This is an optimization exercise on Yosys and OpenROAD, whose aim is small area, not a production implementation. At most, simulation tests tie the RTL to the original design; equivalence was not proved. No activity file was given, so power comes from the tool's default toggle rates.

## htm_core
module htm_core (
    input  wire        clk,
    input  wire        rst,
    input  wire        cfg_dialect,
    input  wire        cfg_xor_reg,
    input  wire [16:0] prog_len,
    input  wire        cmd_valid,
    output wire        cmd_ready,
    input  wire [15:0] cmd_count,
    input  wire        cmd_inject,
    input  wire [39:0] cmd_instr,
    output wire [15:0] imem_addr,
    input  wire [39:0] imem_rdata,
    output wire [7:0]  gin_addr,
    input  wire [15:0] gin_rdata,
    output wire        gout_we,
    output wire [7:0]  gout_addr,
    output wire [15:0] gout_data,
    input  wire [5:0]  dbg_addr,
    output wire [15:0] dbg_data,
    output wire [5:0]  slen,
    output wire        runnable,
    output wire        faulted,
    output wire [2:0]  fault_code
);
Settings: LEC_CHECK=0, CAP_MARGIN=20, CORE_MARGIN=2, CORE_UTILIZATION=50, CTS_BUF_LIST=sky130_fd_sc_hd__clkbuf_4 sky130_fd_sc_hd__clkbuf_8, GPL_TIMING_DRIVEN=0, PLACE_DENSITY=0.65, SLEW_MARGIN=20, SYNTH_HIERARCHICAL=1, SYNTH_MINIMUM_KEEP_SIZE=0; clock period 14.0 ns.
standard.sh (not shown) runs the stock make flow with config.mk's settings and CLKGATE_MAP_FILE= SYNTH_SCRIPT=/design/flow/synth_recipe.tcl, a recipe that flattens the netlist after the stock synthesis.
==> flow/flow/run.sh <==
#!/bin/bash
# Standard ORFS layout with smaller port buffers, ABC's buffers removed before
# placement, and no CTS dummy loads. Each tool's output goes to the ORFS logs
# under orfs/logs; make's own output goes to flow_make.log here.
set -euo pipefail
bash standard.sh \
  REMOVE_ABC_BUFFERS=1 \
  "BUFFER_PORTS_ARGS=-buffer_cell sky130_fd_sc_hd__buf_1" \
  "CTS_ARGS=-sink_clustering_enable -repair_clock_nets -dont_use_dummy_load -buf_list {sky130_fd_sc_hd__clkbuf_4 sky130_fd_sc_hd__clkbuf_8}" \
  finish > flow_make.log 2>&1
Edit:
==> flow/flow/run.sh (replaced) <==
#!/bin/bash
# The standard ORFS layout (standard.sh), with three changes that only
# make it smaller: port buffers are buf_1, the buffers ABC inserted are
# removed before placement, and CTS uses clkbuf_4 sink clusters of up to 10
# flip-flops and no dummy loads. ORFS writes each tool's log under
# orfs/logs; make's own output goes to flow_make.log here.
set -euo pipefail
bash standard.sh \
  REMOVE_ABC_BUFFERS=1 \
  "BUFFER_PORTS_ARGS=-buffer_cell sky130_fd_sc_hd__buf_1" \
  "CTS_ARGS=-sink_clustering_enable -repair_clock_nets -dont_use_dummy_load -buf_list {sky130_fd_sc_hd__clkbuf_4} -sink_clustering_size 10 -sink_clustering_max_diameter 40" \
  finish > flow_make.log 2>&1
==> flow/config.mk (replaced) <==
export PLATFORM = sky130hd
export DESIGN_NAME = htm_core
export DESIGN_NICKNAME = htm_core
export VERILOG_FILES = /design/flow/design.v
export SDC_FILE = /design/flow/constraint.sdc
export NUM_CORES = 4
export LEC_CHECK = 0
export CAP_MARGIN = 0
export CORE_MARGIN = 2
export CORE_UTILIZATION = 60
export GPL_TIMING_DRIVEN = 0
export PLACE_DENSITY = 0.7
export SLEW_MARGIN = 0
export SYNTH_HIERARCHICAL = 1
export SYNTH_MINIMUM_KEEP_SIZE = 0
=>
- wire length decreases by 3.4%
- final cell count goes down by 3.6%
- area after synthesis does not change
- sequential power barely changes
- final area goes down by 2.6%
- setup slack got worse by 0.11 ns
- global-route usage went up by 5.2 points
- sequential cell count is unchanged
- worst hold slack stays flat
- clock-buffer cell count shrinks by 16


Another version of the RTL of htm_core (not shown whole).
Size in the first run: ~2100 cells after synthesis, roughly 730 flip-flops, roughly 220 I/O pins, ~0.025 mm² of cells after synthesis.
// htm_core
module htm_core (
    input  wire        clk,
    input  wire        rst,
    input  wire        cfg_dialect,
    input  wire        cfg_xor_reg,
    input  wire [16:0] prog_len,
    input  wire        cmd_valid,
    output wire        cmd_ready,
    input  wire [15:0] cmd_count,
    input  wire        cmd_inject,
    input  wire [39:0] cmd_instr,
    output wire [15:0] imem_addr,
    input  wire [39:0] imem_rdata,
    output wire [7:0]  gin_addr,
    input  wire [15:0] gin_rdata,
    output wire        gout_we,
    output wire [7:0]  gout_addr,
    output wire [15:0] gout_data,
    input  wire [5:0]  dbg_addr,
    output wire [15:0] dbg_data,
    output wire [5:0]  slen,
    output wire        runnable,
    output wire        faulted,
    output wire [2:0]  fault_code
);
    localparam [4:0] OP_CONST = 5'h01, OP_PUSH  = 5'h02, OP_POP    = 5'h03,
                     OP_LOAD  = 5'h04, OP_STORE = 5'h05, OP_COPY   = 5'h06,
                     OP_JUMPIF= 5'h07, OP_NOT   = 5'h08, OP_ADD    = 5'h09,
                     OP_MULT  = 5'h0A, OP_AND   = 5'h0B, OP_OR     = 5'h0C,
                     OP_XOR   = 5'h0D, OP_LSHIFT= 5'h0E, OP_RSHIFT = 5'h0F,
                     OP_EQUALS= 5'h10, OP_LESS  = 5'h11, OP_INPUT  = 5'h12,
                     OP_OUTPUT= 5'h13;
  ...
export LEC_CHECK = 0
export CAP_MARGIN = 0
export CORE_MARGIN = 2
export CORE_UTILIZATION = 70
export GPL_TIMING_DRIVEN = 0
export PLACE_DENSITY = 0.8
export SLEW_MARGIN = 0
export SYNTH_HIERARCHICAL = 1
export SYNTH_MINIMUM_KEEP_SIZE = 0
create_clock -name core_clock -period 14.0 [get_ports {clk}]
==> flow/flow/run.sh <==
#!/bin/bash
# The standard ORFS layout (standard.sh), with three changes that only
# make it smaller: port buffers are buf_1, the buffers ABC inserted are
# removed before placement, and CTS uses clkbuf_4 sink clusters of up to 10
# flip-flops and no dummy loads. ORFS writes each tool's log under
# orfs/logs; make's own output goes to flow_make.log here.
set -euo pipefail
bash standard.sh \
  REMOVE_ABC_BUFFERS=1 \
  "BUFFER_PORTS_ARGS=-buffer_cell sky130_fd_sc_hd__buf_1" \
  "CTS_ARGS=-sink_clustering_enable -repair_clock_nets -dont_use_dummy_load -buf_list {sky130_fd_sc_hd__clkbuf_4} -sink_clustering_size 10 -sink_clustering_max_diameter 40" \
  finish > flow_make.log 2>&1
The baseline produced a clean layout.
Rerun with:
==> flow/flow/run.sh (replaced) <==
#!/bin/bash
# The standard ORFS layout (standard.sh), with changes that only make it
# smaller: port buffers are buf_1, the buffers ABC inserted are removed
# before placement, CTS uses clkbuf_4 sink clusters of up to 10 flip-flops
# and no dummy loads, and cells off the critical paths are downsized after
# global routing (RECOVER_POWER). ORFS writes each tool's log under
# orfs/logs; make's own output goes to flow_make.log here.
set -euo pipefail
bash standard.sh \
  REMOVE_ABC_BUFFERS=1 RECOVER_POWER=100 \
  "BUFFER_PORTS_ARGS=-buffer_cell sky130_fd_sc_hd__buf_1" \
  "CTS_ARGS=-sink_clustering_enable -repair_clock_nets -dont_use_dummy_load -buf_list {sky130_fd_sc_hd__clkbuf_4} -sink_clustering_size 10 -sink_clustering_max_diameter 40" \
  finish > flow_make.log 2>&1
Settings changed: CORE_UTILIZATION 70 to 60, PLACE_DENSITY 0.8 to 0.7.
The changed run produced a layout that fails on max-capacitance violations, max-slew violations.
Routed wire length goes down by 3.8%.
Worst setup slack is worse by 0.48 ns.
Clock power is higher by about 0.7%.


Another version of the RTL of htm_core (not shown whole).
For scale: roughly 3100 cells after synthesis, roughly 710 flip-flops, ~0.032 sq mm of cells after synthesis.
Settings: LEC_CHECK=0, CAP_MARGIN=20, CORE_MARGIN=2, CORE_UTILIZATION=60, SLEW_MARGIN=20, SYNTH_HIERARCHICAL=1, SYNTH_MINIMUM_KEEP_SIZE=0; clock period 14.0 ns.
run.sh (not shown) runs the stock make flow with config.mk's settings and CLKGATE_MAP_FILE= SYNTH_SCRIPT=/design/flow/synth_recipe.tcl, a recipe that flattens the netlist after the stock synthesis.
Stock flow here: none of the scripts above is used.
The starting point finished with timing, DRC and antenna clean.
Next try:
- CELL_PAD_IN_SITES_DETAIL_PLACEMENT: unset -> 1
- CELL_PAD_IN_SITES_GLOBAL_PLACEMENT: unset -> 2
- CORE_UTILIZATION: 60 -> 30
Result: Non-clock buffer count grows by 34; cell area grows by 4.5%; total power grows by 8.0%; critical path depth shrinks by 17; global-route usage shrinks by 15 points; synthesized cell count stays the same; count of clock-buffer cells in the layout grows by 20; routed wire length grows by 23%.


## rev 12
Another version of the RTL of htm_core (not shown whole).
For scale: ~730 flip-flops, about 220 I/O pins, roughly 24000 um^2 of cells after synthesis.
Design htm_core, start of the top module:
module htm_core (
    input  wire        clk,
    input  wire        rst,
    input  wire        cfg_dialect,
    input  wire        cfg_xor_reg,
    input  wire [16:0] prog_len,
    input  wire        cmd_valid,
    output wire        cmd_ready,
    input  wire [15:0] cmd_count,
    input  wire        cmd_inject,
    input  wire [39:0] cmd_instr,
    output wire [15:0] imem_addr,
    input  wire [39:0] imem_rdata,
    output wire [7:0]  gin_addr,
    input  wire [15:0] gin_rdata,
    output wire        gout_we,
    output wire [7:0]  gout_addr,
    output wire [15:0] gout_data,
    input  wire [5:0]  dbg_addr,
    output wire [15:0] dbg_data,
    output wire [5:0]  slen,
    output wire        runnable,
    output wire        faulted,
    output wire [2:0]  fault_code
);
export LEC_CHECK = 0
export CAP_MARGIN = 0
export CORE_MARGIN = 2
export CORE_UTILIZATION = 60
export GPL_TIMING_DRIVEN = 0
export PLACE_DENSITY = 0.7
export SLEW_MARGIN = 0
export SYNTH_HIERARCHICAL = 1
export SYNTH_MINIMUM_KEEP_SIZE = 0
create_clock -name core_clock -period 14.0 [get_ports {clk}]
standard.sh (not shown) runs the stock make flow with config.mk's settings and CLKGATE_MAP_FILE= SYNTH_SCRIPT=/design/flow/synth_recipe.tcl, a recipe that flattens the netlist after the stock synthesis.
==> flow/flow/run.sh <==
#!/bin/bash
# The standard ORFS layout (standard.sh), with three changes that only
# make it smaller: port buffers are buf_1, the buffers ABC inserted are
# removed before placement, and CTS uses clkbuf_4 sink clusters of up to 10
# flip-flops and no dummy loads. ORFS writes each tool's log under
# orfs/logs; make's own output goes to flow_make.log here.
set -euo pipefail
bash standard.sh \
  REMOVE_ABC_BUFFERS=1 RECOVER_POWER=100 \
  "BUFFER_PORTS_ARGS=-buffer_cell sky130_fd_sc_hd__buf_1" \
  "CTS_ARGS=-sink_clustering_enable -repair_clock_nets -dont_use_dummy_load -buf_list {sky130_fd_sc_hd__clkbuf_4} -sink_clustering_size 10 -sink_clustering_max_diameter 40" \
  finish > flow_make.log 2>&1
Although rev 12 finished all stages, its layout failed final checks on max-capacitance violations, max-slew violations.
#### Input delta (rev 13 over rev 12)
--- a/flow/flow/run.sh
+++ b/flow/flow/run.sh
@@ -1,6 +1,7 @@
 #!/bin/bash
-# The standard ORFS layout (standard.sh), with three changes that only
-# make it smaller: port buffers are buf_1, the buffers ABC inserted are
-# removed before placement, and CTS uses clkbuf_4 sink clusters of up to 10
-# flip-flops and no dummy loads. ORFS writes each tool's log under
+# The standard ORFS layout (standard.sh), with changes that only make it
+# smaller: port buffers are buf_1, the buffers ABC inserted are removed
+# before placement, CTS uses clkbuf_4 sink clusters of up to 10 flip-flops
+# and no dummy loads, and cells off the critical paths are downsized after
+# global routing (RECOVER_POWER). ORFS writes each tool's log under
 # orfs/logs; make's own output goes to flow_make.log here.
Results
STATUS run=rev 13 STAGES=ALL_DONE FINAL_CHECKS=FAILED CAUSE=max-capacitance violations, max-slew violations. Rev 12 -> rev 13: cell area after synthesis delta 0, exact match. From rev 12 to rev 13, layout-stage area growth over the synthesis result did not move at all. From rev 12 to rev 13 the numbers moved as follows: final number of hold-violating endpoints essentially unchanged, fraction of power spent switching nets essentially unchanged. Diff rev 12..rev 13 | proportion of layout cells with a drive suffix above 1 | unchanged. Compared with rev 12, in rev 13 pin count of the biggest net entering global routing barely changed, sum of buffers and inverters on the critical path roughly the same. Per the comparison of rev 13 with rev 12, clock-buffer cell count closely matched the old numbers; final cell count without fillers closely matched the old numbers; cell area closely matched the old numbers.
No functional check of the RTL was part of any run of this note.

## re-timing with driven ports
No port has a modelled driver above. Below, the same layouts with a new extraction and two added sets of constraints.
Step 1 assumes that a clkbuf_16 drives the clock port and a buf_2 every other input.
Step 2 also shifts input and output timing later by t, the mid clock arrival at the registers, as if the neighbouring blocks saw the same clock.
Slacks: ideal / step 1 / step 2; pairs: ideal / step 1.
| run | shift t [ns] | setup WS [ns] | worst register clock-pin slew, ns | worst slew at a driven data input, ns | cell pins on the clock port's net |
|---|---|---|---|---|---|
| the first run of note 1 | 0.727 | 2.586 / 2.529 / 2.557 | 0.06 / 0.06 | 0.11 | 1 |
| the second run of note 1 | 0.869 | 2.479 / 2.428 / 2.133 | 0.11 / 0.11 | 0.08 | 1 |
| the first run of note 2 | 0.834 | 1.978 / 1.930 / 2.109 | 0.11 / 0.11 | 0.11 | 1 |
| the second run of note 2 | 0.849 | 1.499 / 1.445 / 2.294 | 0.11 / 0.11 | 0.11 | 1 |
| the first run of note 3 | 0.680 | 1.396 / 1.439 / 0.758 | 0.07 / 0.07 | 0.07 | 1 |
| the second run of note 3 | 0.730 | 1.023 / 1.001 / 0.624 | 0.06 / 0.06 | 0.10 | 1 |
| rev 12 | 0.859 | 1.395 / 1.339 / 2.198 | 0.11 / 0.11 | 0.10 | 1 |
| rev 13 | 0.859 | 1.395 / 1.339 / 2.198 | 0.11 / 0.11 | 0.10 | 1 |
For the first run of note 3, which loses most, drivers alone change the setup slack by +0.043 ns; drivers and shift together by -0.638 ns.
